Context: an optimization exercise on an open-source flow, tuned for small area. The choices shown serve that exercise and are no tape-out recipe. Function was checked by simulation only, so behaviour that the tests miss may differ from the original. No activity file was given, so power comes from the tool's default toggle rates.

==> flow/design.v <==
module xcrc (
    input             clk,
    input             rst,           
    input             h_we,
    input             h_re,
    input      [9:0]  h_addr,
    input      [31:0] h_wdata,
    output reg [31:0] h_rdata,
    input             sp_cfgerr,
    input      [31:0] sp_cfginfo,
    output reg        sp_req,
    output     [1:0]  sp_op,         
    output     [7:0]  sp_txd,
    output            sp_txv,
    output            sp_txlast,
    input             sp_txrdy,
    input             sp_rsp,
    input      [1:0]  sp_rsp_kind,   
    input      [31:0] sp_rsp_data
);
    localparam S_IDLE  = 4'd0;
    localparam S_FLUSH = 4'd1;
    localparam S_BUILD = 4'd2;    
    localparam S_INS   = 4'd3;    
    localparam S_TX    = 4'd4;
    localparam S_ACK   = 4'd5;
    localparam S_RXD   = 4'd6;
    localparam S_STG   = 4'd7;    
    localparam S_RXC0  = 4'd8;
    localparam S_RXC1  = 4'd9;
    localparam S_COPY  = 4'd10;   
    localparam C_OK      = 4'd0;
    localparam C_IO      = 4'd1;
    localparam C_CONFIG  = 4'd2;
    localparam C_WIDTH   = 4'd3;
    localparam C_EXHAUST = 4'd4;
    localparam C_ILLEGAL = 4'd5;
    localparam K_OK  = 2'd0;
    localparam K_TMO = 2'd1;
    localparam K_IOE = 2'd2;
    function [15:0] crc_step(input [15:0] c, input [7:0] b);
        integer t;
        reg [15:0] x;
        begin
            x = c ^ {b, 8'h00};
            for (t = 0; t < 8; t = t + 1)
                x = x[15] ? ((x << 1) ^ 16'h1021) : (x << 1);
            crc_step = x;
        end
    endfunction
    reg        st_busy, st_done, st_rvalid, st_ovr;
    reg [3:0]  st_code;
    reg [7:0]  st_attempts;
    reg [7:0]  cfg_addr;
    reg [7:0]  cfg_tries;
    reg        cfg_ioretry;
    reg [15:0] crc;
    reg [31:0] data;
    reg [31:0] bytes;
    reg [31:0] errinfo;      
    reg [6:0]  txlen;
    reg [31:0] fval  [0:15];
    reg [7:0]  fwid  [0:15];
    reg [31:0] rr [0:15];    
    reg [31:0] sr [0:15];    
    reg [31:0] tr [0:16];    
    reg [3:0]  pl_r;         
    reg [4:0]  pl_t;         
    reg [4:0]  res_hwm;      
    reg [6:0]  tx_hwm;       
    reg [3:0]  seq;
    reg        op_rd;        
    reg [7:0]  kc;
    reg [4:0]  nf;
    reg [4:0]  fi;           
    reg [1:0]  fj;           
    reg [2:0]  bph;          
    reg [1:0]  ln;           
    reg        tof;
    integer q;
    wire [6:0] ptr = {fi, fj};
    wire [4:0] tw_log = st_busy ? ptr[6:2] : h_addr[4:0];
    wire [5:0] tw_d   = {1'b0, tw_log} - {1'b0, pl_t};
    wire [4:0] tw_phy = tw_d[5] ? tw_d[4:0] + 5'd17 : tw_d[4:0];
    wire [31:0] tw    = tr[tw_phy];
    assign sp_op     = (seq == S_FLUSH) ? 2'd0 : (seq == S_TX) ? 2'd1 : 2'd2;
    assign sp_txv    = sp_req && (seq == S_TX) && (ptr < txlen);
    assign sp_txd    = tw[8*fj +: 8];
    assign sp_txlast = (ptr == txlen - 7'd1);
    wire [7:0] w_opc = h_wdata[31:24];
    wire [7:0] w_kc  = h_wdata[23:16];
    wire [2:0] w_rsv = h_wdata[15:13];
    wire [4:0] w_n   = h_wdata[12:8];
    wire [7:0] w_imm = h_wdata[7:0];
    wire       w_nokn = (w_kc == 8'd0) && (w_n == 5'd0);
    wire d_clr   = (w_opc == 8'h01) && w_nokn && (w_imm == 8'd0);
    wire d_feed  = (w_opc == 8'h02) && w_nokn;
    wire d_feedb = (w_opc == 8'h03) && w_nokn && (w_imm <= 8'd4);
    wire d_codec = ((w_opc == 8'h10) || (w_opc == 8'h11) || (w_opc == 8'h12) ||
                    (w_opc == 8'h18) || (w_opc == 8'h19) || (w_opc == 8'h1A)) &&
                   w_nokn && (w_imm == 8'd0);
    wire d_xwr   = (w_opc == 8'h20) && (w_n <= 5'd16) && (w_imm == 8'd0);
    wire d_xrd   = (w_opc == 8'h21) && (w_n <= 5'd16) && (w_imm == 8'd0);
    wire d_legal = (w_rsv == 3'd0) && (d_clr || d_feed || d_feedb || d_codec || d_xwr || d_xrd);
    reg        wbad;
    reg [3:0]  wbad_i;
    always @(*) begin
        wbad   = 1'b0;
        wbad_i = 4'd0;
        for (q = 15; q >= 0; q = q - 1)
            if ((q < w_n) && !(fwid[q] == 8'd1 || fwid[q] == 8'd2 || fwid[q] == 8'd4)) begin
                wbad   = 1'b1;
                wbad_i = q[3:0];
            end
    end
    wire [3:0] fw_idx = h_re ? h_addr[3:0] : wbad_i;
    wire [7:0] fw_rd  = fwid[fw_idx];
    wire [7:0] cw   = fwid[fi[3:0]];
    wire       cw1  = cw[0];
    wire       cw2  = cw[1];
    wire       last_byte_of_field = cw1 ? 1'b1 : cw2 ? (fj == 2'd1) : (fj == 2'd3);
    wire [1:0] lane = cw1 ? 2'd0 : cw2 ? {1'b0, ~fj[0]} : ~fj;
    wire [31:0] cur_val  = fval[fi[3:0]];
    wire [7:0]  cur_byte = cur_val[8*lane +: 8];
    reg  [7:0] bbyte;
    always @(*) begin
        case (bph)
            3'd0:    bbyte = cfg_addr;
            3'd1:    bbyte = kc;
            3'd2:    bbyte = cur_byte;
            3'd3:    bbyte = crc[15:8];
            default: bbyte = crc[7:0];
        endcase
    end
    wire [7:0]  rx_x    = (sp_rsp_kind == K_OK) ? sp_rsp_data[7:0] : 8'h00;
    wire        rx_tmo  = (sp_rsp_kind == K_TMO);
    wire        rx_ioe  = (sp_rsp_kind == K_IOE);
    wire [7:0]  c_b1 = (seq == S_IDLE) ? (d_feed ? w_imm : bytes[7:0]) :
                       (seq == S_BUILD) ? bbyte : rx_x;
    wire [15:0] c_s1 = crc_step(crc, c_b1);
    wire [15:0] c_s2 = crc_step(c_s1, bytes[15:8]);
    wire [15:0] c_s3 = crc_step(c_s2, bytes[23:16]);
    wire [15:0] c_s4 = crc_step(c_s3, bytes[31:24]);
    reg  [15:0] feedb_crc;
    always @(*) begin
        case (w_imm[2:0])
            3'd0:    feedb_crc = crc;
            3'd1:    feedb_crc = c_s1;
            3'd2:    feedb_crc = c_s2;
            3'd3:    feedb_crc = c_s3;
            default: feedb_crc = c_s4;
        endcase
    end
    wire [3:0]  rr_phy = h_addr[3:0] - pl_r;
    wire [31:0] rr_rd  = rr[rr_phy];
    wire        rr_ok  = {1'b0, h_addr[3:0]} < res_hwm;
    wire        tb_lt  = h_addr[4:0] < tx_hwm[6:2];
    wire        tb_eq  = h_addr[4:0] == tx_hwm[6:2];
    wire [3:0]  tb_ok  = {4{tb_lt}} | ({4{tb_eq}} & {1'b0, tx_hwm[1:0] > 2'd2,
                                                     tx_hwm[1:0] > 2'd1, tx_hwm[1:0] > 2'd0});
    wire [31:0] tb_rd  = tw & {{8{tb_ok[3]}}, {8{tb_ok[2]}}, {8{tb_ok[1]}}, {8{tb_ok[0]}}};
    reg [31:0] rd_val;
    always @(*) begin
        rd_val = 32'd0;
        case (h_addr)
            10'd1: rd_val = {16'd0, st_attempts, st_code, st_ovr, st_rvalid, st_done, st_busy};
            10'd2: rd_val = {15'd0, cfg_ioretry, cfg_tries, cfg_addr};
            10'd3: rd_val = {16'd0, crc};
            10'd4: rd_val = data;
            10'd5: rd_val = bytes;
            10'd6: rd_val = st_busy ? 32'd0 : errinfo;
            10'd7: rd_val = {25'd0, txlen};
            default: begin
                if (h_addr >= 10'd16 && h_addr < 10'd32)
                    rd_val = fval[h_addr[3:0]];
                else if (h_addr >= 10'd32 && h_addr < 10'd48)
                    rd_val = {24'd0, fw_rd};
                else if (h_addr >= 10'd48 && h_addr < 10'd64)
                    rd_val = rr_ok ? rr_rd : 32'd0;
                else if (h_addr >= 10'd64 && h_addr <= 10'd80)
                    rd_val = tb_rd;
            end
        endcase
    end
    always @(posedge clk)
        h_rdata <= rd_val;
    wire [6:0]  tl_m1   = txlen - 7'd1;
    wire        t_ins   = (seq == S_INS) && (ln == 2'd0) && (pl_t == tl_m1[6:2]);
    wire [3:0]  t_lanes = {tl_m1[1:0] == 2'd3, tl_m1[1:0] >= 2'd2, tl_m1[1:0] >= 2'd1, 1'b1};
    wire [31:0] t_new;
    genvar g;
    generate
        for (g = 0; g < 4; g = g + 1) begin : tlane
            assign t_new[8*g +: 8] = (t_ins && t_lanes[g]) ? errinfo[8*g +: 8] : tr[0][8*g +: 8];
        end
    endgenerate
    wire s_ins  = (seq == S_STG) && (pl_r == fi[3:0]);
    wire r_copy = (seq == S_COPY) && ({1'b0, pl_r} < nf);
    always @(posedge clk) begin
        for (q = 0; q < 16; q = q + 1) tr[q] <= tr[q + 1];
        tr[16] <= t_new;
        for (q = 0; q < 15; q = q + 1) begin
            sr[q] <= sr[q + 1];
            rr[q] <= rr[q + 1];
        end
        sr[15] <= s_ins ? errinfo : sr[0];
        rr[15] <= r_copy ? sr[0] : rr[0];
    end
    always @(posedge clk) begin
        if (rst) begin
            pl_r <= 4'd0;
            pl_t <= 5'd0;
        end else begin
            pl_r <= pl_r + 4'd1;
            pl_t <= (pl_t == 5'd16) ? 5'd0 : pl_t + 5'd1;
        end
    end
    reg        fail;         
    reg        fail_io;
    reg [31:0] fail_info;
    reg        fin;          
    reg [15:0] rxcrc;
    reg        tof_n;
    wire [31:0] f_wd   = h_wdata & {32{~rst}};
    wire        f_we   = h_we && !st_busy;
    always @(posedge clk) begin
        for (q = 0; q < 16; q = q + 1) begin
            if (rst || (f_we && h_addr == 10'd16 + q))
                fval[q] <= f_wd;
            if (rst || (f_we && h_addr == 10'd32 + q))
                fwid[q] <= f_wd[7:0];
        end
    end
    always @(posedge clk) begin
        if (rst) begin
            st_busy     <= 1'b0;
            st_done     <= 1'b0;
            st_rvalid   <= 1'b0;
            st_ovr      <= 1'b0;
            st_code     <= 4'd0;
            st_attempts <= 8'd0;
            cfg_addr    <= 8'h00;
            cfg_tries   <= 8'h01;
            cfg_ioretry <= 1'b0;
            crc         <= 16'd0;
            data        <= 32'd0;
            bytes       <= 32'd0;
            errinfo     <= 32'd0;
            txlen       <= 7'd0;
            res_hwm     <= 5'd0;
            tx_hwm      <= 7'd0;
            seq         <= S_IDLE;
            sp_req      <= 1'b0;
        end else begin
            fail      = 1'b0;
            fail_io   = 1'b0;
            fail_info = 32'd0;
            fin       = 1'b0;
            rxcrc     = 16'd0;
            tof_n     = 1'b0;
            if (h_we) begin
                if (h_addr == 10'd1) begin
                    if (h_wdata[3])
                        st_ovr <= 1'b0;
                end else if (st_busy) begin
                    st_ovr <= 1'b1;
                end else begin
                    case (h_addr)
                        10'd0: begin
                            st_done     <= 1'b1;
                            st_code     <= C_OK;
                            st_attempts <= 8'd0;
                            errinfo     <= 32'd0;
                            if (!d_legal) begin
                                st_code <= C_ILLEGAL;
                                errinfo <= h_wdata;
                            end else if (d_clr) begin
                                crc <= 16'd0;
                            end else if (d_feed) begin
                                crc <= c_s1;
                            end else if (d_feedb) begin
                                crc <= feedb_crc;
                            end else if (d_codec) begin
                                case (w_opc)
                                    8'h10: bytes <= {24'd0, data[7:0]};
                                    8'h11: bytes <= {16'd0, data[7:0], data[15:8]};
                                    8'h12: bytes <= {data[7:0], data[15:8], data[23:16], data[31:24]};
                                    8'h18: data  <= {24'd0, bytes[7:0]};
                                    8'h19: data  <= {16'd0, bytes[7:0], bytes[15:8]};
                                    default: data <= {bytes[7:0], bytes[15:8], bytes[23:16], bytes[31:24]};
                                endcase
                            end else begin
                                if (d_xrd)
                                    st_rvalid <= 1'b0;
                                op_rd <= d_xrd;
                                kc    <= w_kc;
                                nf    <= w_n;
                                if (wbad) begin
                                    st_code <= C_WIDTH;
                                    errinfo <= {19'd0, 1'b0, wbad_i, fw_rd};
                                end else if (sp_cfgerr) begin
                                    st_code <= C_CONFIG;
                                    errinfo <= sp_cfginfo;
                                end else if (cfg_tries == 8'd0) begin
                                    st_code <= C_EXHAUST;
                                end else begin
                                    st_done     <= 1'b0;
                                    st_busy     <= 1'b1;
                                    st_attempts <= 8'd1;
                                    crc         <= 16'd0;
                                    txlen       <= 7'd0;
                                    tof         <= 1'b0;
                                    seq         <= S_FLUSH;
                                end
                            end
                        end
                        10'd2: begin
                            cfg_addr    <= h_wdata[7:0];
                            cfg_tries   <= h_wdata[15:8];
                            cfg_ioretry <= h_wdata[16];
                        end
                        10'd4: data  <= h_wdata;
                        10'd5: bytes <= h_wdata;
                        default: ;
                    endcase
                end
            end
            case (seq)
                S_BUILD: begin
                    errinfo <= {bbyte, errinfo[31:8]};
                    ln      <= ln + 2'd1;
                    txlen   <= txlen + 7'd1;
                    if (bph < 3'd3)
                        crc <= c_s1;
                    if (ln == 2'd3)
                        seq <= S_INS;
                    case (bph)
                        3'd0: bph <= 3'd1;
                        3'd1: begin
                            fi <= 5'd0;
                            fj <= 2'd0;
                            if (op_rd) begin
                                bph <= 3'd5;
                                seq <= S_INS;
                            end else begin
                                bph <= (nf == 5'd0) ? 3'd3 : 3'd2;
                            end
                        end
                        3'd2: begin
                            if (last_byte_of_field) begin
                                fj <= 2'd0;
                                fi <= fi + 5'd1;
                                if (fi == nf - 5'd1)
                                    bph <= 3'd3;
                            end else begin
                                fj <= fj + 2'd1;
                            end
                        end
                        3'd3: bph <= 3'd4;
                        default: begin
                            bph <= 3'd5;
                            seq <= S_INS;
                        end
                    endcase
                end
                S_INS: begin
                    if (ln != 2'd0) begin
                        errinfo <= {8'h00, errinfo[31:8]};
                        ln      <= ln + 2'd1;
                    end else if (t_ins) begin
                        if (txlen > tx_hwm)
                            tx_hwm <= txlen;
                        if (bph == 3'd5) begin
                            seq <= S_TX;
                            fi  <= 5'd0;
                            fj  <= 2'd0;
                        end else begin
                            seq <= S_BUILD;
                        end
                    end
                end
                S_STG: begin
                    if (s_ins) begin
                        fi <= fi + 5'd1;
                        seq <= (fi == nf - 5'd1) ? S_RXC0 : S_RXD;
                    end
                end
                S_COPY: begin
                    fi <= fi + 5'd1;
                    if (fi[3:0] == 4'd15) begin
                        if (nf > res_hwm)
                            res_hwm <= nf;
                        st_rvalid <= 1'b1;
                        fin = 1'b1;
                    end
                end
                S_IDLE: ;
                default: begin
                    if (!sp_req) begin
                        sp_req <= 1'b1;
                    end else begin
                        if (seq == S_TX && sp_txv && sp_txrdy)
                            {fi, fj} <= ptr + 7'd1;
                        if (sp_rsp) begin
                            sp_req <= 1'b0;
                            if (rx_ioe) begin
                                fail      = 1'b1;
                                fail_io   = 1'b1;
                                fail_info = sp_rsp_data;
                            end else begin
                                case (seq)
                                    S_FLUSH: begin
                                        seq <= S_BUILD;
                                        bph <= 3'd0;
                                        ln  <= 2'd0;
                                    end
                                    S_TX: begin
                                        fi <= 5'd0;
                                        fj <= 2'd0;
                                        if (!op_rd)
                                            seq <= S_ACK;
                                        else
                                            seq <= (nf == 5'd0) ? S_RXC0 : S_RXD;
                                    end
                                    S_ACK: begin
                                        if (rx_tmo) begin
                                            fail      = 1'b1;
                                            fail_info = 32'h00000200;
                                        end else if (sp_rsp_data[7:0] == 8'hFF) begin
                                            fin = 1'b1;
                                        end else begin
                                            fail      = 1'b1;
                                            fail_info = {24'h000001, sp_rsp_data[7:0]};
                                        end
                                    end
                                    S_RXD: begin
                                        crc <= c_s1;
                                        if (rx_tmo)
                                            tof <= 1'b1;
                                        errinfo <= (fj == 2'd0) ? {24'd0, rx_x} : {errinfo[23:0], rx_x};
                                        if (last_byte_of_field) begin
                                            fj  <= 2'd0;
                                            seq <= S_STG;
                                        end else begin
                                            fj <= fj + 2'd1;
                                        end
                                    end
                                    S_RXC0: begin
                                        errinfo[31:24] <= rx_x;
                                        if (rx_tmo)
                                            tof <= 1'b1;
                                        seq <= S_RXC1;
                                    end
                                    default: begin  
                                        rxcrc = {errinfo[31:24], rx_x};
                                        tof_n = tof | rx_tmo;
                                        if (rxcrc == crc && !tof_n) begin
                                            fi  <= 5'd0;
                                            seq <= S_COPY;
                                        end else begin
                                            fail      = 1'b1;
                                            fail_info = {rxcrc, crc};
                                        end
                                    end
                                endcase
                            end
                        end
                    end
                end
            endcase
            if (fin) begin
                st_busy <= 1'b0;
                st_done <= 1'b1;
                st_code <= C_OK;
                errinfo <= 32'd0;
                seq     <= S_IDLE;
            end else if (fail) begin
                errinfo <= fail_info;
                if ((fail_io && !cfg_ioretry) || (st_attempts == cfg_tries)) begin
                    st_busy <= 1'b0;
                    st_done <= 1'b1;
                    st_code <= fail_io ? C_IO : C_EXHAUST;
                    seq     <= S_IDLE;
                end else begin
                    st_attempts <= st_attempts + 8'd1;
                    crc         <= 16'd0;
                    txlen       <= 7'd0;
                    tof         <= 1'b0;
                    seq         <= S_FLUSH;
                end
            end
        end
    end
endmodule
==> flow/run.sh <==
#!/bin/bash
# synth_recipe.tcl (not shown) runs the flow's synth.tcl, then flattens the netlist and writes it again
# the make line also repeats each setting of config.mk as NAME=value (left out here)
make -C /OpenROAD-flow-scripts/flow DESIGN_CONFIG=/design/flow/config.mk WORK_HOME=/design/flow/orfs CLKGATE_MAP_FILE= SYNTH_SCRIPT=/design/flow/synth_recipe.tcl finish
==> flow/config.mk <==
export PLATFORM = sky130hd
export DESIGN_NAME = xcrc
export DESIGN_NICKNAME = xcrc
export VERILOG_FILES = /design/flow/design.v
export SDC_FILE = /design/flow/constraint.sdc
export NUM_CORES = 4
export LEC_CHECK = 0
export CAP_MARGIN = 20
export CORE_MARGIN = 2
export CORE_UTILIZATION = 30
export SLEW_MARGIN = 20
==> flow/constraint.sdc <==
create_clock -name core_clock -period 10.0 [get_ports {clk}]
set_input_delay 2.0000 -clock core_clock [delete_from_list [all_inputs] [get_ports {clk}]]
set_output_delay 2.0000 -clock core_clock [all_outputs]
set_load 0.01 [all_outputs]
==> summary.txt, run 1 <==
drt wl/cell=32.5 um; Final ANT Viol Nets=0; Layout area overhead=18.6%; maxcap violations=0; hpwl dp=257 mm; number of synthesized flops with an enable pin=667; Int Pwr=16.4 mW; Layout fillers=27900; proportion of layout cells with a drive suffix above 1=13.2%; crit path DAT=7710 ps; top cells by count, synth=dfxtp_1, edfxtp_1, a22oi_1; final period utilization=97.1%; Placement Setup Slack=183 ps; core area=289000 sq um; WS Path Type=in2out; CTS tree=done; number of library cell types mapped by synthesis=102; Die Area=295000 sq um; final net count=7821; min cycle time layout=9710 ps; Fin Clk Skew=90.3 ps; crit-path max FO=10; max-slew violations=0; Die Width=543 um; IO Pins=160; clock sink count=2445; routability cong.=1.02; global-route wire length before repair=526 mm; Worst Max-Slew Pin Slew=1300 ps; DR pass1 iterations=9; DR vias/cell=5.90; vias=69500; net switching power=5.22 mW; clk root buf=clkbuf_16; CP endpoint kind=output pin; fin worst setup slack=287 ps; total gr overflow=0; part of the power in registers=48.8%; Finish-stage setup viols=0; flip-flop and latch area=55600 sq um; TritonCTS buffer count=246; leak pwr=36.5 nW; Slew HR=12.9%; area leader, netlist=dfxtp_1; initial core utilization=30.2%; Hold Crit Class=reg2reg; Fmax=0.103 GHz; Detailed Route WL=382 mm; Gate power share=6.6%; sw frac=24.1%; Initial DRC Count=10700; Yosys top cell area share=40.8%; syn nets=7578; FF+latch count, synth=2445; clock share of power=44.7%; All-Layer GR Usage=25.0%; largest net degree at the start of global routing=81; part of the Yosys area used for sequential elements=63.8%; Post-route DRC=0; Worst VDD drop=0.174 mV; cell area power density=209 nW/um^2; Synth Area per Inst=11.8 sq um; clock slew at reported path FFs=60 ps; initial antenna violation count=49; chip height=543 um; clock latency (worst-skew pair)=940 ps; status=complete, no violations; Worst Path Required=8000 ps; number of global-route vias before repair=65900; endpoints failing hold=0; crit start category=input port; synth top area cells=dfxtp_1, edfxtp_1, a22oi_1; Synth Warn #=6; Cells after Synth=7405; Post-Syn Area=87200 sq um; H-tree depth=4; area occupied by multi-input gates=29700 sq um; final hold slack=269 ps; ys async rst share=0%; RSZ-0062 raised after global routing=false; most common cell in the netlist=dfxtp_1; commonest register cell after synthesis=dfxtp_1; TNS Setup=0 ps; num rows=197; Clock Tree Buf Depth=4; I/O Buffers=159; Post-CTS Setup Inserts=0
==> power groups by stage <==
stage / clock (mW) / sequential [mW] / combinational [mW]
5_1_grt: 10.1 / 10.6 / 1.44
2_1_floorplan: 0 / 10.7 / 0.563
3_3_place_gp: 0 / 10.8 / 1.35
6_report: 9.67 / 10.6 / 1.42
3_5_place_dp: 0 / 10.8 / 1.36
4_1_cts: 9.75 / 10.5 / 1.36
==> final cells by class <==
type | count | area share (%)
Clock buffer | 313 | 6.65
Antenna cell | 44 | 0.106
Timing Repair Buffer | 498 | 4.25
Clock inverter | 139 | 1.53
Sequential cell | 2445 | 53.8
Multi-Input combinational cell | 4378 | 28.7
Tap cell | 3880 | 4.69
Inverter | 79 | 0.287
==> logic make-up after synthesis <==
| family | count (synthesis) | share of synthesized area [%] |
|---|---|---|
| compound gates | 2217 | 18.1 |
| xor+xnor | 205 | 2.62 |
| fa+ha+maj | 59 | 0.861 |
| buf+inv | 582 | 2.78 |
| flops | 2445 | 63.8 |
| mux | 216 | 2.92 |
| simple gates | 1681 | 8.94 |
==> critical path, cell delays in order <==
cell             delay [ps]
clkdlybuf4s50_1         520
mux2_2                  410
ha_1                    300
nor2b_1                 120
o21ai_0                 210
a21boi_0                150
o21ai_0                 220
nor2b_1                 280
nand2_1                 130
xor2_2                  370
buf_4                   250
and2_0                  170
and2_1                  610
buf_8                   240
a22o_1                  130
a221oi_1                 50
nand4_1                 180
a21oi_1                  50
a21oi_1                 350
mux4_2                  380
clkdlybuf4s50_1         570
==> placed cells by master (no fill, tap or decap), types with 27 or more instances in the layout <==
cell / count
a21oi_1: 426
ha_1: 52
nor3_1: 91
mux2i_1: 90
nand3_1: 230
buf_4: 319
diode_2: 44
o21ai_0: 247
nor2b_1: 50
a211oi_1: 74
xnor2_1: 107
and3_1: 42
o221ai_1: 42
a22oi_1: 644
a222oi_1: 80
and2_1: 27
a31oi_1: 67
clkdlybuf4s50_1: 155
clkbuf_16: 251
clkbuf_8: 36
nand2b_1: 37
xor2_1: 57
nand2_1: 497
mux2_2: 105
o211ai_1: 41
bufinv_16: 29
dfxtp_1: 1778
a311oi_1: 40
inv_1: 72
nor2_1: 396
clkinv_2: 53
edfxtp_1: 667
o22ai_1: 35
nand4_1: 119
a221oi_1: 183
a22o_1: 102
==> worst paths after layout <==
kind | start | endpoint | slack [ps] | cells past startpoint
worst min-delay path | sr[7][3] | sr[6][3] | 270 | 0
worst min register to register | sr[7][3] | sr[6][3] | 270 | 0
worst max-delay path | h_addr[1] | sp_txd[3] | 290 | 21
worst max register to register | fi[1] | crc[15] | 1350 | 20
==> stage by stage <==
stage / util, % / area (sq um) / instances / total power, mW
5_1_grt: 35.8 / 103000 / 11800 / 22.2
3_5_place_dp: 32.8 / 94700 / 11300 / 12.1
6_report: 35.8 / 103000 / 11800 / 21.7
4_1_cts: 35.8 / 103000 / 11700 / 21.7
2_1_floorplan: - / 87200 / 7405 / 11.3
3_3_place_gp: 32.8 / 94700 / 11300 / 12.1
==> sequential cells by signal, summed over array words and instances, names as in the netlist, 32 cells and up <==
signal and count:
tr 544, fval 512, rr 512, sr 512, fwid 128, bytes 32, data 32, errinfo 32
h_rdata 32
==> routing by layer <==
| layer | up-vias | global-route usage (%) | wire, um |
|---|---|---|---|
| met2 | 5281 | 35.2 | 156000 |
| met4 | 24 | 17.1 | 30100 |
| met3 | 1246 | 7.98 | 48800 |
| li1 | 28700 | - | - |
| met1 | 34300 | 32.3 | 147000 |
| met5 | - | 0 | 167 |
==> repair_timing <==
item / 4_1_cts / 5_1_grt
hold buffers: 0 / 0
endpoints found under the hold margin: 0 / 0
setup endpoints to repair: 0 / 2
resized for setup: 0 / 1
==> run 2, diff against run 1 <==
--- a/flow/config.mk
+++ b/flow/config.mk
@@ -7,5 +7,7 @@
 export LEC_CHECK = 0
 export CAP_MARGIN = 20
 export CORE_MARGIN = 2
-export CORE_UTILIZATION = 30
+export CORE_UTILIZATION = 55
+export CTS_BUF_LIST = sky130_fd_sc_hd__clkbuf_4 sky130_fd_sc_hd__clkbuf_8
+export PLACE_DENSITY = 0.7
 export SLEW_MARGIN = 20
==> summary.txt, run 2 <==
number of library cell types mapped by synthesis=102 (unchanged); GR Layer Usage met1=56.1% (+24 points); commonest non-fill, non-tap cell in the layout=dfxtp_1; All-Layer GR Usage=43.1% (+18 points); clk root buf=clkbuf_8; syn nets=7578 (unchanged); Post-CTS Setup Inserts=0 (unchanged); vias=71100 (+2.3%); clock slew at reported path FFs=60 ps (about the same); I/O Buffers=159 (unchanged); TritonCTS buffer count=386 (+57%); CTS Hold Bufs=0 (unchanged); DR pass1 iterations=9 (unchanged); clock latency (worst-skew pair)=1130 ps (+190 ps); Int Pwr=15.7 mW (-4.7%); drt wl/cell=35.3 um (+8.8%); Initial DRC Count=13000 (+21%); part of the Yosys area used for sequential elements=63.8% (unchanged); hpwl dp=238 mm (-7.2%); compound-cell area share of the yosys netlist=18.1% (unchanged); clock sink count=2445 (unchanged); core area=158000 sq um (-45%); global-route wire length before repair=498 mm (-5.3%); most common cell in the netlist=dfxtp_1; clock share of power=42.6% (-2.1 points); largest net degree at the start of global routing=92 (+14%); net switching power=4.97 mW (-4.8%); Hold Crit Class=reg2reg; total gr overflow=0 (unchanged); IO Pins=160 (unchanged); H-tree depth=5 (+1); initial antenna violation count=49 (unchanged); grt peak-use layer=met2; most frequent cells in the layout=dfxtp_1, edfxtp_1, a22oi_1; Worst Path Required=8000 ps (about the same); Slew HR=9.72% (-3.2 points); WS Path Type=in2out; RSZ-0062 raised after global routing=false; TNS Setup=0 ps (unchanged); Synth Area in Simple Gates=8.94% (unchanged); leak pwr=36.5 nW (about the same); routability cong.=1.08 (+5.0%); crit path DAT=7730 ps (+20 ps); crit-path max FO=18 (+8); CP cell instances=clkdlybuf4s50_1 > mux2i_1 > ha_1 > nor2b_1 > o21ai_0 > a21boi_0 > o21ai_0 > nand2b_1 > a31oi_1 > xnor2_1 > a21boi_1 > buf_12 > and2_1 > buf_4 > a22oi_1 > nand4_1 > a211oi_1 > a21oi_1 > mux4_2 > clkdlybuf4s50_1; ys async rst share=0% (unchanged); area leader, netlist=dfxtp_1; Fin Clk Skew=93.9 ps (+3.64 ps); maxcap violations=0 (unchanged); min cycle time layout=9730 ps (+19.0 ps); Finish-stage setup viols=0 (unchanged); Synth Area per Inst=11.8 sq um (unchanged); Synth Warn #=6 (unchanged); CTS tree=done; Final ANT Viol Nets=0 (unchanged); number of global-route vias before repair=66700 (+1.3%); Layout fillers=12300 (-56%); max-slew violations=0 (unchanged); Cells after Synth=7405 (unchanged); endpoints failing hold=0 (unchanged); Clock Tree Buf Depth=4 (unchanged); chip height=402 um (-26%); grt met3 use=15.0% (+7.0 points); synth top area cells=dfxtp_1, edfxtp_1, a22oi_1; crit start category=input port; DR vias/cell=6.99 (+18%); slowest cell delay on critical path=830 ps (+220 ps); Global Route met2 Usage=59.6% (+24 points); cell area power density=205 nW/um^2 (-2.0%); Worst VDD drop=0.185 mV (+6.3%); flop-to-flop setup slack=1440 ps (+90 ps); number of synthesized flops with an enable pin=667 (unchanged); CTS resizes=0 (unchanged); part of the power in registers=51.2% (+2.4 points); proportion of layout cells with a drive suffix above 1=15.6% (+2.4 points); final hold slack=286 ps (+16.7 ps); commonest register cell after synthesis=dfxtp_1; Layout area overhead=15.2%; Die Width=402 um (-26%); Worst Max-Slew Pin Slew=1340 ps (+42.9 ps); FF+latch count, synth=2445 (unchanged); Post-route DRC=0 (unchanged); Crit-path slowest cell=and2_1; Post-Synth Adder-Cell Area=0.861% (unchanged); largest family of logic cells by synthesized area=compound AO/OA/AOI/OAI gates; Post-Syn Area=87200 sq um (unchanged); Top reg by flops=tr; num rows=146 (-26%); max reg flops=544 (unchanged); Yosys top cell area share=40.8% (unchanged); post-synthesis mux area share=2.92% (unchanged); top cells by count, synth=dfxtp_1, edfxtp_1, a22oi_1; Detailed Route WL=359 mm (-6.0%); initial core utilization=55.2% (+25 points); final net count=7947 (+1.6%); xor/xnor share of the synthesized area=2.62% (unchanged); CP endpoint kind=output pin; Die Area=162000 sq um (-45%); final period utilization=97.3% (+0.19 points); Fmax=0.103 GHz (-0.20%); Gate power share=6.2% (-0.4 points); sw frac=24.1% (about the same); status=complete, no violations
-- run 2: critical path: cells and delay by family --
kind                     cells  cell delay [ps]
adder cells (fa/ha/maj)      1              280
AO/OA/AOI/OAI                8             1600
multiplexers                 2              860
AND/OR/NAND/NOR              4             1180
buffers and inverters        4             1640
XOR/XNOR                     1              160
-- run 2: cell families (layout without fill, tap and decap cells) --
| logic type | after synthesis | after routing |
|---|---|---|
| simple gates | 1681 | 1681 |
| xor+xnor | 205 | 205 |
| flops | 2445 | 2445 |
| compound gates | 2217 | 2217 |
| buf+inv | 582 | 1240 |
| other cells | 0 | 33 |
| fa+ha+maj | 59 | 59 |
| mux | 216 | 216 |
-- run 2: layout make-up --
cell class,count,area (sq um),area share (%)
Clock inverter,111,865,0.860
Sequential cell,2445,55600,55.3
Inverter,79,297,0.295
Multi-Input combinational cell,4378,29700,29.5
Timing Repair Buffer,484,4220,4.20
Tap cell,2072,2590,2.58
Clock buffer,566,7130,7.09
Antenna cell,33,82.6,0.0822
-- run 2: path summary, 6_finish.rpt --
path	start	end	depth (start not counted)
setup / recovery	h_addr[0]	sp_txd[6]	20
hold / removal	sr[1][7]	sr[0][7]	0
setup reg to reg	fi[0]	crc[1]	19
hold reg to reg	sr[1][7]	sr[0][7]	0
-- run 2: through the flow --
stage | instance area (sq um) | utilization [%] | cells | worst slack, ps | total power, mW
global placement | 92300 | 58.4 | 9456 | 517 | 12.0
detailed placement | 92400 | 58.5 | 9457 | 407 | 12.0
floorplan | 87200 | - | 7405 | 2090 | 11.3
finish | 100000 | 63.6 | 10200 | 268 | 20.6
global route | 100000 | 63.6 | 10100 | 80.8 | 21.1
CTS | 100000 | 63.5 | 10100 | 386 | 20.6
-- run 2: per-layer routing --
metal | part of all wire, % | vias up
met2 | 40 | 6338
li1 | - | 28900
met3 | 15 | 1654
met1 | 36 | 34100
met5 | 0.063 | -
met4 | 8.5 | 34
-- run 2: power groups by stage --
stage | clock network [mW] | logic [mW] | registers, mW
floorplan | 0 | 0.563 | 10.7
detailed placement | 0 | 1.22 | 10.8
global placement | 0 | 1.20 | 10.8
finish | 8.78 | 1.28 | 10.6
global route | 9.27 | 1.29 | 10.6
CTS | 8.82 | 1.22 | 10.6
==> run 3, diff against run 2 <==
--- a/flow/design.v
+++ b/flow/design.v
@@ -79,13 +79,18 @@
     reg        tof;
     integer q;
     wire [6:0] ptr = {fi, fj};
-    wire [4:0] tw_log = st_busy ? ptr[6:2] : h_addr[4:0];
+    wire       tx_adv = sp_txv && sp_txrdy;
+    wire [6:0] tx_np  = ptr + {6'd0, tx_adv};
+    wire [4:0] tw_log = st_busy ? tx_np[6:2] : h_addr[4:0];
     wire [5:0] tw_d   = {1'b0, tw_log} - {1'b0, pl_t};
     wire [4:0] tw_phy = tw_d[5] ? tw_d[4:0] + 5'd17 : tw_d[4:0];
     wire [31:0] tw    = tr[tw_phy];
     assign sp_op     = (seq == S_FLUSH) ? 2'd0 : (seq == S_TX) ? 2'd1 : 2'd2;
     assign sp_txv    = sp_req && (seq == S_TX) && (ptr < txlen);
-    assign sp_txd    = tw[8*fj +: 8];
+    reg  [7:0] txd_q;
+    always @(posedge clk)
+        txd_q <= tw[8*tx_np[1:0] +: 8];
+    assign sp_txd    = txd_q;
     assign sp_txlast = (ptr == txlen - 7'd1);
     wire [7:0] w_opc = h_wdata[31:24];
     wire [7:0] w_kc  = h_wdata[23:16];
@@ -399,8 +404,8 @@
                     if (!sp_req) begin
                         sp_req <= 1'b1;
                     end else begin
-                        if (seq == S_TX && sp_txv && sp_txrdy)
-                            {fi, fj} <= ptr + 7'd1;
+                        if (tx_adv)
+                            {fi, fj} <= tx_np;
                         if (sp_rsp) begin
                             sp_req <= 1'b0;
                             if (rx_ioe) begin
==> flow/flow/run.sh (new file) <==
#!/bin/bash
# Layout flow: the standard flow (standard.sh, unchanged synthesis,
# floorplan, placement, routing), with the clock tree built from small
# clock buffers in small sink clusters and without dummy loads.
# Each tool's full output goes to the ORFS logs under orfs/logs, and the
# whole run's output to standard.log in this folder.
export CTS_ARGS="-sink_clustering_enable -repair_clock_nets -dont_use_dummy_load -buf_list sky130_fd_sc_hd__clkbuf_4 -sink_clustering_size 10 -sink_clustering_max_diameter 30"
bash standard.sh > standard.log 2>&1
status=$?
tail -n 40 standard.log
exit $status
==> flow/standard.sh (new file) <==
#!/bin/bash
# synth_recipe.tcl (not shown) runs the flow's synth.tcl, then flattens the netlist and writes it again
# the make line also repeats each setting of config.mk as NAME=value (left out here)
make -C /OpenROAD-flow-scripts/flow DESIGN_CONFIG=/design/flow/config.mk WORK_HOME=/design/flow/orfs CLKGATE_MAP_FILE= SYNTH_SCRIPT=/design/flow/synth_recipe.tcl "${@:-finish}"
==> flow/config.mk (replaced) <==
export PLATFORM = sky130hd
export DESIGN_NAME = xcrc
export DESIGN_NICKNAME = xcrc
export VERILOG_FILES = /design/flow/design.v
export SDC_FILE = /design/flow/constraint.sdc
export NUM_CORES = 4
export LEC_CHECK = 0
export CAP_MARGIN = 20
export CORE_MARGIN = 2
export CORE_UTILIZATION = 30
export SLEW_MARGIN = 20
removed: flow/run.sh
==> summary.txt, run 3 <==
Layout fillers=29000 (+140%); TNS Setup=0 ps (unchanged); number of library cell types mapped by synthesis=97 (-4.9%); Post-route DRC=0 (unchanged); All-Layer GR Usage=24.5% (-19 points); Fin Clk Skew=199 ps (+105 ps); FF+latch count, synth=2453 (+0.33%); drt wl/cell=32.0 um (-9.3%); Layout area overhead=11.8%; top cells by count, synth=dfxtp_1, edfxtp_1, a22oi_1; Die Area=297000 sq um (+84%); num rows=198 (+36%); FF-to-FF Start=txlen[1]; clk root buf=clkbuf_4; flop-to-flop setup slack=1490 ps (+50 ps); Worst VDD drop=0.668 mV (+260%); HP Start=tr[7][1]; initial core utilization=30.2% (-25 points); PnR Total Power=23.7 mW (+15%); Synth Area per Inst=11.6 sq um (-1.4%); syn nets=7742 (+2.2%); maxcap violations=0 (unchanged); initial antenna violation count=36 (-27%); Synth Warn #=6 (unchanged); Fmax=0.118 GHz (+14%); DR pass1 iterations=9 (unchanged); net switching power=8.22 mW (+65%); GR Layer Usage met1=31.4% (-25 points); cell area power density=242 nW/um^2 (+18%); Critical R2R Capture=txd_q[3]; clock sink count=2453 (+0.33%); CTS resizes=0 (unchanged); IO Pins=160 (unchanged); Final ANT Viol Nets=0 (unchanged); TritonCTS buffer count=431 (+12%); I/O Buffers=159 (unchanged); Placement Setup Slack=1040 ps (+628 ps); commonest non-fill, non-tap cell in the layout=dfxtp_1; Final Util=33.7% (-30 points); slowest cell delay on critical path=830 ps (about the same); Int Pwr=15.5 mW (-0.89%); max-slew violations=0 (unchanged); clock slew at reported path FFs=100 ps (+40 ps); Worst Path Required=11370 ps (+3370 ps); Finish-stage setup viols=0 (unchanged); Crit-path slowest cell=nor2_2; Yosys top cell area share=40.7% (-0.13 points); clock share of power=22.1% (-21 points); total gr overflow=0 (unchanged); ys async rst share=0% (unchanged); H-tree depth=5 (unchanged); status=complete, no violations; commonest register cell after synthesis=dfxtp_1; global-route wire length before repair=523 mm (+5.0%); Reg2Reg Depth=30 (+11); number of synthesized flops with an enable pin=667 (unchanged); RSZ-0062 raised after global routing=false; part of the power in registers=45.7% (-5.5 points); Post-CTS Setup Inserts=0 (unchanged); proportion of layout cells with a drive suffix above 1=12.7% (-2.9 points); worst hold path endpoint=tr[6][1]; WS Path Type=reg2reg; hpwl dp=254 mm (+6.5%); number of global-route vias before repair=67100 (+0.60%); min cycle time layout=8510 ps (-1220 ps); Hold Crit Class=reg2reg; grt peak-use layer=met2; core area=291000 sq um (+84%); routability cong.=1.01 (-5.9%); part of the Yosys area used for sequential elements=63.5% (-0.31 points); chip height=545 um (+36%); WHS Path Cells=0 (unchanged); Global Route met2 Usage=34.6% (-25 points); Gate power share=32.3% (+26 points); largest net degree at the start of global routing=108 (+17%); endpoints failing hold=0 (unchanged); final net count=8087 (+1.8%); vias=70300 (-1.1%); crit-path max FO=16 (-2); fin worst setup slack=1490 ps (+1220 ps); Clock Tree Buf Depth=4 (unchanged); Slew HR=13.9% (+4.2 points); final period utilization=85.1% (-12 points); crit path DAT=9880 ps (+2150 ps); CTS Hold Bufs=0 (unchanged); CP endpoint kind=register; clock latency (worst-skew pair)=1470 ps (+340 ps); Initial DRC Count=11400 (-12%); area leader, netlist=dfxtp_1; Post-Syn Area=87900 sq um (+0.77%); synth top area cells=dfxtp_1, edfxtp_1, a22oi_1; Die Width=545 um (+36%); crit start category=register; Cells after Synth=7568 (+2.2%); Top cell by count, worst path=ha_1; most frequent cells in the layout=dfxtp_1, edfxtp_1, a22oi_1; most common cell in the netlist=dfxtp_1; sw frac=34.6% (+11 points); leak pwr=34.2 nW (-6.2%); CTS tree=done; DR vias/cell=5.94 (-15%); Worst Max-Slew Pin Slew=1280 ps (-67.8 ps); Top reg by flops=tr; grt met3 use=6.94% (-8.1 points); Detailed Route WL=379 mm (+5.5%); max reg flops=544 (unchanged)
[run 3: final cells by class]
cell class	count	area [sq um]	area share [%]
diodes	20	50.0	0.0509
multi-input cells	4508	30300	30.8
repair buffers	434	3720	3.79
inverters	85	319	0.325
flip-flops and latches	2453	55800	56.8
well taps	3900	4880	4.97
clock buffers	431	3240	3.29
[run 3: kinds of logic after synthesis]
kind of cell    share of synthesized area (%)
xor+xnor                                 2.54
simple gates                             9.37
mux                                      2.94
flops                                    63.5
buf+inv                                  2.76
compound gates                           18.0
fa+ha+maj                               0.868
[run 3: stage by stage]
| stage | instances | hold slack [ps] | cell area [sq um] |
|---|---|---|---|
| 2_1_floorplan | 7568 | 310 | 87900 |
| 3_3_place_gp | 11400 | 310 | 94900 |
| 3_5_place_dp | 11400 | 312 | 94900 |
| 4_1_cts | 11800 | 204 | 98200 |
| 5_1_grt | 11800 | 200 | 98200 |
| 6_report | 11800 | 196 | 98300 |
[run 3: metal layers]
layer	wire length (um)	up-vias
li1	-	29200
met1	145000	34300
met2	155000	5532
met3	46700	1209
met4	32400	10
met5	348	-
[run 3: critical path, delay by kind of cell (launching register included)]
| kind | cells | cell delay (ps) |
|---|---|---|
| AO/OA/AOI/OAI | 9 | 2460 |
| XOR/XNOR | 2 | 680 |
| adder cells (fa/ha/maj) | 6 | 1740 |
| buffers and inverters | 3 | 800 |
| flip-flops | 1 | 560 |
| multiplexers | 1 | 370 |
| AND/OR/NAND/NOR | 9 | 1850 |
[run 3: how the worst max path moves through the flow]
stage,start,endpoint,slack [ps],depth (start not counted)
global route,txlen[1],h_rdata[6],1150,32
finish,txlen[1],txd_q[3],1490,30
floorplan,h_wdata[8],crc[2],3450,17
detailed placement,h_wdata[10],crc[2],1040,16
global placement,sp_txrdy,h_rdata[1],1230,22
CTS,txlen[1],h_rdata[6],1720,32
[run 3: power groups by stage]
stage               Combinational (mW)  Sequential [mW]  Clock (mW)
floorplan                         5.24             10.8           0
global placement                  7.43             11.0           0
detailed placement                7.45             11.0           0
CTS                               7.49             10.8        5.34
global route                      8.01             10.8        5.76
finish                            7.66             10.8        5.23
==> run 4, diff against run 3 <==
==> flow/flow/run.sh (replaced) <==
#!/bin/bash
# Layout flow: the standard flow (standard.sh: unchanged synthesis,
# floorplan, placement, routing), with two changes to how the layout is
# made:
#  - the clock tree is built from clkbuf_4 cells in small sink clusters,
#    without dummy loads;
#  - the port buffers that global placement puts on every input and output
#    are buf_1 cells.
# Each tool's full output goes to the ORFS logs under orfs/logs, and the
# whole run's output to standard.log in this folder.
export CTS_ARGS="-sink_clustering_enable -repair_clock_nets -dont_use_dummy_load -buf_list sky130_fd_sc_hd__clkbuf_4 -sink_clustering_size 10 -sink_clustering_max_diameter 30"
export BUFFER_PORTS_ARGS="-buffer_cell sky130_fd_sc_hd__buf_1"
bash standard.sh > standard.log 2>&1
status=$?
tail -n 40 standard.log
exit $status
==> summary.txt, run 4 <==
status=complete, no violations; Area after DPL=93800 sq um (-1.2%); core area=291000 sq um (unchanged); Finish-stage setup viols=0 (unchanged); total gr overflow=0 (unchanged); Final Non-Filler Cells=11800 (-0.23%); clock sink count=2453 (unchanged); chip height=545 um (unchanged); final net count=8049 (-0.47%); area occupied by multi-input gates=30300 sq um (about the same); WHS Path Cells=0 (unchanged); DR vias/cell=6.02 (+1.4%); initial core utilization=30.2% (unchanged); hpwl dp=249 mm (-1.7%); Post-CTS Setup Inserts=0 (unchanged); Reg2Reg Depth=27 (-10%); RSZ-0062 raised after global routing=false; I/O Buffers=159 (unchanged); maxcap violations=0 (unchanged); clk root buf=clkbuf_4; number of synthesized flops with an enable pin=667 (unchanged); Slew HR=14.6% (+0.74 points); most common cell in the netlist=dfxtp_1; Cells after Synth=7568 (unchanged); crit-path max FO=16 (unchanged); Int Pwr=15.4 mW (-1.0%); most frequent cells in the layout=dfxtp_1, edfxtp_1, a22oi_1; endpoints failing hold=0 (unchanged); Post-Syn Area=87900 sq um (unchanged); flop-to-flop setup slack=1190 ps (-310 ps); leak pwr=33.6 nW (-1.8%); min cycle time layout=8810 ps (+306 ps); largest net degree at the start of global routing=108 (unchanged); Top reg by flops=tr; number of global-route vias before repair=66800 (-0.44%); Layout area overhead=10.4%; cell area power density=245 nW/um^2 (+1.4%); FF+latch count, synth=2453 (unchanged); crit path DAT=10040 ps (+160 ps); TritonCTS buffer count=415 (-3.7%); top cells by count, synth=dfxtp_1, edfxtp_1, a22oi_1; final period utilization=88.1% (+3.1 points); crit start category=register; Final ANT Viol Nets=0 (unchanged); part of the Yosys area used for sequential elements=63.5% (unchanged); initial antenna violation count=51 (+42%); CTS tree=done; num rows=198 (unchanged); commonest register cell after synthesis=dfxtp_1; max-slew violations=0 (unchanged); IO Pins=160 (unchanged); Fin Clk Skew=157 ps (-42.8 ps); commonest non-fill, non-tap cell in the layout=dfxtp_1; Hold Crit Class=reg2reg; All-Layer GR Usage=24.0% (-0.41 points); Fmax=0.113 GHz (-3.5%); part of the power in registers=45.4% (-0.3 points); WS Path Type=reg2reg; Placement Setup Slack=1400 ps (+363 ps); Die Area=297000 sq um (unchanged); Worst Max-Slew Pin Slew=1260 ps (-14.9 ps); Layout fillers=29100 (+0.44%); Clock Tree Buf Depth=4 (unchanged); final hold slack=234 ps (+37.6 ps); CTS Hold Bufs=0 (unchanged); max reg flops=544 (unchanged); DR pass1 iterations=15 (+6); CTS resizes=0 (unchanged); PnR Total Power=23.8 mW (about the same); routability cong.=1.03 (+1.3%); flip-flop and latch area=55800 sq um (unchanged); Worst VDD drop=0.655 mV (-1.9%); Final Util=33.3% (-0.42 points); Post-route DRC=0 (unchanged); number of library cell types mapped by synthesis=97 (unchanged); CP endpoint kind=register; finished layout cell area=97000 sq um (-1.3%); Initial DRC Count=11800 (+3.0%); H-tree depth=5 (unchanged); clock slew at reported path FFs=90 ps (about the same); Placed Cells=11400 (-0.18%); clock share of power=21.8% (-0.3 points); fin worst setup slack=1190 ps (-306 ps); synth top area cells=dfxtp_1, edfxtp_1, a22oi_1; global-route wire length before repair=517 mm (-1.1%); Detailed Route WL=376 mm (-0.83%); clock latency (worst-skew pair)=1350 ps (-120 ps); Yosys top cell area share=40.7% (unchanged); net switching power=8.39 mW (+2.2%); proportion of layout cells with a drive suffix above 1=12.2% (-0.48 points); syn nets=7742 (unchanged); Die Width=545 um (unchanged); Worst Path Required=11220 ps (-150 ps); drt wl/cell=31.8 um (-0.60%); Synth Warn #=6 (unchanged); Gate power share=32.7% (+0.4 points); sw frac=35.3% (+0.72 points); ys async rst share=0% (unchanged); vias=71100 (+1.2%); Synth Area per Inst=11.6 sq um (unchanged); area leader, netlist=dfxtp_1; TNS Setup=0 ps (unchanged)
run 4: worst paths after layout:
check | start | endpoint
worst max-delay path | txlen[1] | txd_q[7]
worst min-delay path | rr[12][7] | rr[11][7]
worst min register to register | rr[12][7] | rr[11][7]
worst max register to register | txlen[1] | txd_q[7]
run 4: power groups by stage:
stage / combinational, mW / clock, mW / sequential, mW
finish: 7.78 / 5.18 / 10.8
CTS: 7.58 / 5.27 / 10.8
floorplan: 5.24 / 0 / 10.8
global route: 8.05 / 5.67 / 10.8
detailed placement: 7.55 / 0 / 11.0
global placement: 7.58 / 0 / 11.0
run 4: cells by family (layout without fill, tap and decap cells):
logic type | after synthesis | in the layout | share of synthesized area (%)
AO/OA/AOI/OAI | 2245 | 2245 | 18.0
XOR/XNOR | 202 | 202 | 2.54
adder cells (fa/ha/maj) | 60 | 60 | 0.868
buffers and inverters | 607 | 912 | 2.76
flip-flops | 2453 | 2453 | 63.5
multiplexers | 221 | 221 | 2.94
other | 0 | 31 | 0
AND/OR/NAND/NOR | 1780 | 1780 | 9.37
run 4: layer usage:
metal | vias to the layer above | global-route usage (%) | wire (um)
met5 | - | 0.288 | 217
met4 | 30 | 18.3 | 32800
met3 | 1431 | 7.86 | 50400
met2 | 5974 | 33.9 | 153000
met1 | 34500 | 30.2 | 139000
li1 | 29100 | - | -
run 4: critical path, stage by stage (launching register included):
cell and delay, ps:
dfxtp_1 490, inv_1 190, ha_1 320, nor2b_1 130, o21a_1 160, o21ai_0 170, nand2b_1 80, a21oi_1 160
nor2b_1 60, o21ai_0 170, and4b_1 240, and2_1 280, ha_1 220, and3_1 220, xnor2_1 80, a21oi_1 690
inv_1 140, fa_1 440, xnor2_1 650, a311oi_1 220, xnor2_1 530, o21ai_1 490, nor2_2 860, buf_4 440
a222oi_1 140, and3_1 180, a41oi_1 600, mux4_2 370
run 4: cell type report:
class / count / share of cell area (%)
flip-flops and latches: 2453 / 57.5
well taps: 3900 / 5.03
inverters: 85 / 0.329
clock buffers: 415 / 3.21
diodes: 31 / 0.0800
multi-input cells: 4508 / 31.2
repair buffers: 412 / 2.67
==> run 5, diff against run 4 <==
==> flow/flow/run.sh (replaced) <==
#!/bin/bash
# Layout flow: the standard flow (standard.sh: unchanged synthesis,
# floorplan, placement, routing), with three changes to how the layout is
# made:
#  - the clock tree is built from clkbuf_4 cells in small sink clusters,
#    without dummy loads;
#  - the port buffers that global placement puts on every input and output
#    are buf_1 cells;
#  - after global routing, gates off the critical paths are downsized
#    (repair_timing -recover_power 100).
# Each tool's full output goes to the ORFS logs under orfs/logs, and the
# whole run's output to standard.log in this folder.
export CTS_ARGS="-sink_clustering_enable -repair_clock_nets -dont_use_dummy_load -buf_list sky130_fd_sc_hd__clkbuf_4 -sink_clustering_size 10 -sink_clustering_max_diameter 30"
export BUFFER_PORTS_ARGS="-buffer_cell sky130_fd_sc_hd__buf_1"
export RECOVER_POWER=100
bash standard.sh > standard.log 2>&1
status=$?
tail -n 40 standard.log
exit $status
==> summary.txt, run 5 <==
area occupied by multi-input gates=30100 sq um (-0.60%); Worst VDD drop=0.645 mV (-1.5%); vias=70900 (-0.36%); TritonCTS buffer count=415 (unchanged); Slew HR=-185% (-200 points); top cells by count, synth=dfxtp_1, edfxtp_1, a22oi_1; crit path buf inv count=3 (unchanged); CTS tree=done; clock share of power=21.8% (about the same); clk root buf=clkbuf_4; Synth Area in Simple Gates=9.37% (unchanged); Top reg by flops=tr; total gr overflow=0 (unchanged); post-synthesis mux area share=2.94% (unchanged); I/O Buffers=159 (unchanged); Int Pwr=15.3 mW (-0.15%); hpwl dp=249 mm (unchanged); Die Width=545 um (unchanged); Crit-path slowest cell=o31ai_1; num rows=198 (unchanged); DR pass1 iterations=11 (-4); CTS resizes=0 (unchanged); Finish-stage setup viols=0 (unchanged); maxcap violations=41 (+41); FF-to-FF Start=fi[1]; Hold Crit Class=reg2reg; delay-heaviest family, CP=compound AO/OA/AOI/OAI gates; crit-path max FO=20 (+4); clock latency (worst-skew pair)=1360 ps (about the same); status=complete, but fails checks; chip height=545 um (unchanged); flip-flop and latch area=55800 sq um (unchanged); commonest register cell after synthesis=dfxtp_1; sw frac=35.5% (+0.15 points); Layout fillers=29200 (+0.34%); FF+latch count, synth=2453 (unchanged); Post-route DRC=0 (unchanged); Post-Synth Adder-Cell Area=0.868% (unchanged); min cycle time layout=9570 ps (+761 ps); max-slew violations=1030 (+1030); part of the power in registers=45.5% (about the same); number of synthesized flops with an enable pin=667 (unchanged); endpoints failing hold=0 (unchanged); violated checks=max-capacitance violations, max-slew violations; proportion of layout cells with a drive suffix above 1=10.8% (-1.4 points); Area after DPL=93800 sq um (unchanged); CTS Hold Bufs=0 (unchanged); part of the Yosys area used for sequential elements=63.5% (unchanged); max reg flops=544 (unchanged); Worst Path Required=11190 ps (-30 ps); final net count=8049 (unchanged); Critical R2R Capture=crc[9]; ys async rst share=0% (unchanged); Post-CTS Setup Inserts=0 (unchanged); Final ANT Viol Nets=0 (unchanged); leak pwr=33.4 nW (-0.71%); initial core utilization=30.2% (unchanged); largest net degree at the start of global routing=108 (unchanged); syn nets=7742 (unchanged); most common cell in the netlist=dfxtp_1; worst hold path endpoint=rr[1][5]; Detailed Route WL=376 mm (+0.15%); most frequent cells in the layout=dfxtp_1, edfxtp_1, a22oi_1; clock sink count=2453 (unchanged); compound-cell area share of the yosys netlist=18.0% (unchanged); H-tree depth=5 (unchanged); core area=291000 sq um (unchanged); crit path DAT=10760 ps (+720 ps); crit start category=input port; CP cell instances=buf_1 > clkbuf_1 > and2_0 > a21oi_1 > a31oi_1 > nor4_1 > a21boi_0 > o31ai_1 > clkbuf_1 > mux2_2 > a222oi_1 > o211ai_1 > o221ai_1 > nand2b_1 > a21oi_1 > a2111oi_0 > nor4_1; Layout area overhead=9.92%; Gate power share=32.7% (about the same); GR Layer Usage met1=30.2% (unchanged); Post-Syn Area=87900 sq um (unchanged); Synth Warn #=6 (unchanged); Fmax=0.104 GHz (-7.9%); RSZ-0062 raised after global routing=false; area leader, netlist=dfxtp_1; Global Route met2 Usage=33.9% (unchanged); finished layout cell area=96600 sq um (-0.42%); flop-to-flop setup slack=450 ps (-740 ps); drt wl/cell=31.9 um (+0.17%); Die Area=297000 sq um (unchanged); Worst Max-Slew Pin Slew=4270 ps (+3010 ps); number of library cell types mapped by synthesis=97 (unchanged); All-Layer GR Usage=24.0% (unchanged); grt peak-use layer=met2; global-route wire length before repair=517 mm (unchanged); Cells after Synth=7568 (unchanged); largest family of logic cells by synthesized area=compound AO/OA/AOI/OAI gates; CP endpoint kind=register; HP Start=rr[2][5]; clock slew at reported path FFs=90 ps (about the same); Yosys top cell area share=40.7% (unchanged); IO Pins=160 (unchanged); Clock Tree Buf Depth=4 (unchanged); slowest cell delay on critical path=2290 ps (+1430 ps); Initial DRC Count=11700 (-0.70%); net switching power=8.43 mW (+0.49%); WHS Path Cells=0 (unchanged); DR vias/cell=6.00 (-0.33%); xor/xnor share of the synthesized area=2.54% (unchanged); TNS Setup=0 ps (unchanged); grt met3 use=7.86% (unchanged); number of global-route vias before repair=66800 (unchanged); routability cong.=1.03 (unchanged); cell area power density=246 nW/um^2 (+0.50%); final period utilization=95.7% (+7.6 points); commonest non-fill, non-tap cell in the layout=dfxtp_1; initial antenna violation count=53 (+3.9%); Synth Area per Inst=11.6 sq um (unchanged); synth top area cells=dfxtp_1, edfxtp_1, a22oi_1; Reg2Reg Depth=19 (-30%); WS Path Type=in2reg; Fin Clk Skew=159 ps (+2.63 ps)
## run 5: cell counts after synthesis
No cell type changed its count.
## run 5: routing by layer
layer	vias to the layer above	routed length, um
met5	-	353
li1	29200	-
met2	5772	153000
met4	32	33700
met1	34400	140000
met3	1443	49100
## run 5: power by group through the flow
stage / Combinational (mW) / Clock [mW] / Sequential [mW]
finish: 7.78 / 5.19 / 10.8
global placement: 7.58 / 0 / 11.0
floorplan: 5.24 / 0 / 10.8
CTS: 7.58 / 5.27 / 10.8
detailed placement: 7.55 / 0 / 11.0
global route: 8.01 / 5.67 / 10.8
## run 5: area by class of cell
type,instances,share of cell area [%]
inverters,85,0.330
multi-input cells,4508,31.1
well taps,3900,5.05
diodes,28,0.0725
clock buffers,415,3.22
flip-flops and latches,2453,57.7
repair buffers,412,2.46
## run 5: logic make-up (layout without fill, tap and decap cells)
logic type | count (synthesis) | count (layout)
XOR/XNOR | 202 | 202
AND/OR/NAND/NOR | 1780 | 1780
flip-flops | 2453 | 2453
buffers and inverters | 607 | 912
other | 0 | 28
adder cells (fa/ha/maj) | 60 | 60
multiplexers | 221 | 221
AO/OA/AOI/OAI | 2245 | 2245
## run 5: worst max path at each step
| stage | from | end | slack [ps] | cells past startpoint |
|---|---|---|---|---|
| finish | h_wdata[9] | errinfo[1] | 430 | 17 |
| global route | fi[1] | crc[2] | 440 | 19 |
| CTS | fj[1] | h_rdata[6] | 1510 | 30 |
| detailed placement | sp_txrdy | h_rdata[5] | 1400 | 22 |
| global placement | sp_txrdy | h_rdata[5] | 1330 | 22 |
| floorplan | h_wdata[8] | crc[2] | 3450 | 17 |
## run 5: per-stage QoR
stage	hold slack [ps]	setup WS, ps	instances	total power, mW	util [%]
after floorplan	310	3450	7568	16.1	-
after detailed placement	312	1400	11400	18.5	32.2
after CTS	246	1510	11800	23.6	33.3
after global placement	310	1330	11400	18.6	32.2
after global routing	238	440	11800	24.5	33.1
final	238	426	11800	23.8	33.2
==> run 6, diff against run 5 <==
--- a/flow/design.v
+++ b/flow/design.v
@@ -164,29 +164,30 @@
     wire [3:0]  tb_ok  = {4{tb_lt}} | ({4{tb_eq}} & {1'b0, tx_hwm[1:0] > 2'd2,
                                                      tx_hwm[1:0] > 2'd1, tx_hwm[1:0] > 2'd0});
     wire [31:0] tb_rd  = tw & {{8{tb_ok[3]}}, {8{tb_ok[2]}}, {8{tb_ok[1]}}, {8{tb_ok[0]}}};
-    reg [31:0] rd_val;
+    wire        a_lo   = (h_addr[9:3] == 7'd0);
+    wire        a_fv   = (h_addr[9:4] == 6'd1);
+    wire        a_fw   = (h_addr[9:4] == 6'd2);
+    wire        a_rs   = (h_addr[9:4] == 6'd3) && rr_ok;
+    wire        a_tb   = (h_addr[9:6] == 4'd1) && (h_addr[5:0] <= 6'd16);
+    reg  [31:0] rd_fv, rd_fw;
     always @(*) begin
-        rd_val = 32'd0;
-        case (h_addr)
-            10'd1: rd_val = {16'd0, st_attempts, st_code, st_ovr, st_rvalid, st_done, st_busy};
-            10'd2: rd_val = {15'd0, cfg_ioretry, cfg_tries, cfg_addr};
-            10'd3: rd_val = {16'd0, crc};
-            10'd4: rd_val = data;
-            10'd5: rd_val = bytes;
-            10'd6: rd_val = st_busy ? 32'd0 : errinfo;
-            10'd7: rd_val = {25'd0, txlen};
-            default: begin
-                if (h_addr >= 10'd16 && h_addr < 10'd32)
-                    rd_val = fval[h_addr[3:0]];
-                else if (h_addr >= 10'd32 && h_addr < 10'd48)
-                    rd_val = {24'd0, fw_rd};
-                else if (h_addr >= 10'd48 && h_addr < 10'd64)
-                    rd_val = rr_ok ? rr_rd : 32'd0;
-                else if (h_addr >= 10'd64 && h_addr <= 10'd80)
-                    rd_val = tb_rd;
-            end
-        endcase
+        rd_fv = 32'd0;
+        rd_fw = 32'd0;
+        for (q = 0; q < 16; q = q + 1) begin
+            rd_fv = rd_fv | (fval[q] & {32{h_addr[3:0] == q}});
+            rd_fw = rd_fw | ({24'd0, fwid[q]} & {32{h_addr[3:0] == q}});
+        end
     end
+    wire [31:0] rd_val =
+        ({32{a_lo && h_addr[2:0] == 3'd1}} & {16'd0, st_attempts, st_code, st_ovr, st_rvalid, st_done, st_busy}) |
+        ({32{a_lo && h_addr[2:0] == 3'd2}} & {15'd0, cfg_ioretry, cfg_tries, cfg_addr}) |
+        ({32{a_lo && h_addr[2:0] == 3'd3}} & {16'd0, crc}) |
+        ({32{a_lo && h_addr[2:0] == 3'd4}} & data) |
+        ({32{a_lo && h_addr[2:0] == 3'd5}} & bytes) |
+        ({32{a_lo && h_addr[2:0] == 3'd6 && !st_busy}} & errinfo) |
+        ({32{a_lo && h_addr[2:0] == 3'd7}} & {25'd0, txlen}) |
+        ({32{a_fv}} & rd_fv) | ({32{a_fw}} & rd_fw) |
+        ({32{a_rs}} & rr_rd) | ({32{a_tb}} & tb_rd);
     always @(posedge clk)
         h_rdata <= rd_val;
     wire [6:0]  tl_m1   = txlen - 7'd1;
==> summary.txt, run 6 <==
Crit-path slowest cell=a21oi_1; post-synthesis mux area share=2.76% (-0.18 points); flop-to-flop setup slack=890 ps (+440 ps); global-route wire length before repair=520 mm (+0.45%); grt met3 use=7.04% (-0.82 points); Finish-stage setup viols=0 (unchanged); RSZ-0062 raised after global routing=false; min cycle time layout=9220 ps (-350 ps); FF-to-FF Start=fj[1]; Layout area overhead=10.6%; CP endpoint kind=register; Fmax=0.108 GHz (+3.8%); TritonCTS buffer count=441 (+6.3%); Fin Clk Skew=241 ps (+82.2 ps); part of the Yosys area used for sequential elements=63.7% (+0.23 points); commonest non-fill, non-tap cell in the layout=dfxtp_1; xor/xnor share of the synthesized area=2.48% (-0.062 points); All-Layer GR Usage=24.5% (+0.50 points); delay-heaviest family, CP=compound AO/OA/AOI/OAI gates; GR Layer Usage met1=30.6% (+0.32 points); most frequent cells in the layout=dfxtp_1, edfxtp_1, a22oi_1; core area=291000 sq um (-0.26%); clk root buf=clkbuf_4; Cells after Synth=7388 (-2.4%); CTS tree=done; Critical R2R Capture=h_rdata[25]; largest net degree at the start of global routing=83 (-23%); Area after DPL=93900 sq um (about the same); Post-route DRC=0 (unchanged); cell area power density=176 nW/um^2 (-28%); initial antenna violation count=43 (-19%); final period utilization=92.2% (-3.5 points); crit start category=input port; I/O Buffers=159 (unchanged); number of library cell types mapped by synthesis=102 (+5.2%); crit-path max FO=28 (+40%); max-slew violations=1386 (+35%); Hold Crit Class=reg2reg; Worst Setup SP=h_wdata[9]; Top reg by flops=tr; maxcap violations=50 (+22%); Worst VDD drop=0.114 mV (-82%); DR pass1 iterations=13 (+2); syn nets=7562 (-2.3%); synth top area cells=dfxtp_1, edfxtp_1, a22oi_1; WS Path Type=in2reg; Initial DRC Count=11500 (-1.4%); area leader, netlist=dfxtp_1; Post-CTS Setup Inserts=0 (unchanged); max reg flops=544 (unchanged); Worst Max-Slew Pin Slew=4060 ps (-219 ps); Yosys top cell area share=40.8% (+0.15 points); clock latency (worst-skew pair)=1540 ps (+180 ps); ys async rst share=0% (unchanged); finished layout cell area=96900 sq um (+0.29%); commonest register cell after synthesis=dfxtp_1; Die Width=544 um (-0.18%); grt peak-use layer=met2; Final ANT Viol Nets=0 (unchanged); Synth Area in Simple Gates=8.61% (-0.76 points); compound-cell area share of the yosys netlist=18.9% (+0.85 points); crit path DAT=10660 ps (-100 ps); CTS resizes=0 (unchanged); number of global-route vias before repair=67000 (+0.25%); Global Route met2 Usage=36.0% (+2.1 points); H-tree depth=5 (unchanged); Post-Syn Area=87600 sq um (-0.36%); num rows=198 (unchanged); vias=70300 (-0.82%); endpoints failing hold=0 (unchanged); crit path buf inv count=3 (unchanged); number of synthesized flops with an enable pin=667 (unchanged); IO Pins=160 (unchanged); Synth Area per Inst=11.9 sq um (+2.1%); Worst Path Required=11430 ps (+240 ps); slowest cell delay on critical path=1630 ps (-660 ps); clock sink count=2453 (unchanged); total gr overflow=0 (unchanged); clock slew at reported path FFs=100 ps (about the same); CTS Hold Bufs=0 (unchanged); largest family of logic cells by synthesized area=compound AO/OA/AOI/OAI gates; drt wl/cell=32.4 um (+1.4%); violated checks=max-capacitance violations, max-slew violations; routability cong.=1.04 (+1.8%); Clock Tree Buf Depth=4 (unchanged); final hold slack=183 ps (-54.6 ps); Reg2Reg Depth=33 (+14); TNS Setup=0 ps (unchanged); WP depth=19 (+2); Synth Warn #=6 (unchanged); Detailed Route WL=378 mm (+0.42%); leak pwr=33.5 nW (+0.39%); chip height=544 um (-0.18%); DR vias/cell=6.01 (+0.17%); Die Area=296000 sq um (-0.36%); hpwl dp=249 mm (about the same); Post-Synth Adder-Cell Area=0.871% (+0.0032 points); Top cell by count, worst path=a21oi_1; Slew HR=-170% (+15 points); FF+latch count, synth=2453 (unchanged); CP cell instances=buf_1 > clkbuf_1 > a21oi_1 > nor2b_1 > o32a_1 > nor2_1 > a311oi_1 > nor3_1 > a21oi_1 > clkbuf_1 > and2_0 > nand2_1 > o211ai_1 > a21oi_1 > a31o_2 > a21oi_1 > o221ai_1 > a21boi_0 > o21ai_0; initial core utilization=30.1% (-0.032 points); final net count=7928 (-1.5%); top cells by count, synth=dfxtp_1, edfxtp_1, a22oi_1; most common cell in the netlist=dfxtp_1; proportion of layout cells with a drive suffix above 1=11.8% (+0.96 points); status=complete, but fails checks; Critical Path End=errinfo[5]
## run 6: cell types whose count changed after synthesis, sizes merged, moves of 31 or more
cell    before  now
a22oi      562  454
a21oi      492  400
a311oi      14   45
nor3       127   96
nor2       469  433
a221oi     181  299
nand2      558  448
a31oi       88   51
a22o        91  249
nand4       96  148
## run 6: area by class of cell
class	count	area (sq um)
Multi-Input combinational cell	4342	30000
Tap cell	3900	4880
Fill cell	29100	194000
Antenna cell	33	82.6
Timing Repair Buffer	446	2580
Inverter	70	263
Sequential cell	2453	55800
Clock buffer	441	3310
## run 6: metrics by stage
| step | util [%] | worst slack [ps] | instances | power (mW) |
|---|---|---|---|---|
| detailed placement | 32.3 | 1470 | 11200 | 12.0 |
| finish | 33.3 | 776 | 11700 | 17.1 |
| floorplan | - | 3130 | 7388 | 11.3 |
| CTS | 33.4 | 1520 | 11700 | 17.1 |
| global route | 33.3 | 558 | 11700 | 17.7 |
| global placement | 32.3 | 1610 | 11200 | 12.0 |
## run 6: logic make-up after synthesis
kind of cell               Yosys count
xor gates and xnor gates           211
adders and majority gates           60
DFF                               2453
and+or+nand+nor                   1601
buffers and inverters              593
AOI/OAI and AO/OA                 2265
muxes                              205
## run 6: metal layers
| layer | wire [um] | share of wire, % | vias up |
|---|---|---|---|
| met4 | 31700 | 8.4 | 20 |
| met2 | 159000 | 42 | 5642 |
| li1 | - | - | 28900 |
| met5 | 145 | 0.038 | - |
| met3 | 47700 | 13 | 1455 |
| met1 | 139000 | 37 | 34200 |
## run 6: how the worst min path moves through the flow
stage / cells past startpoint / to / start / slack (ps)
after floorplan: 0 / sr[0][0] / sr[1][0] / 310
after global placement: 0 / sr[5][24] / sr[6][24] / 310
after detailed placement: 0 / sr[0][17] / sr[1][17] / 310
after CTS: 0 / tr[15][29] / tr[16][29] / 170
after global routing: 0 / sr[14][26] / sr[15][26] / 170
final: 0 / tr[15][29] / tr[16][29] / 180
## run 6: worst reg2reg max path, delay by kind of cell, from the launching register on
kind / cells / cell delay, ps
flip-flops: 1 / 790
AND/OR/NAND/NOR: 14 / 3930
adder cells (fa/ha/maj): 3 / 870
buffers and inverters: 2 / 910
AO/OA/AOI/OAI: 12 / 2210
XOR/XNOR: 2 / 260
## run 6: power by group
part	switching, mW	leakage, nW	internal (mW)
logic	0.912	10.7	0.273
registers	0.175	20.8	10.5
clock network	3.28	2.03	2.00

Check on run 6: ideal ports give 0.776 ns setup slack; a clkbuf_16 on the clock port and buf_2 on the inputs give 0.844 ns; moving port delays by the midpoint clock arrival (1.511 ns) as well gives -0.667 ns.
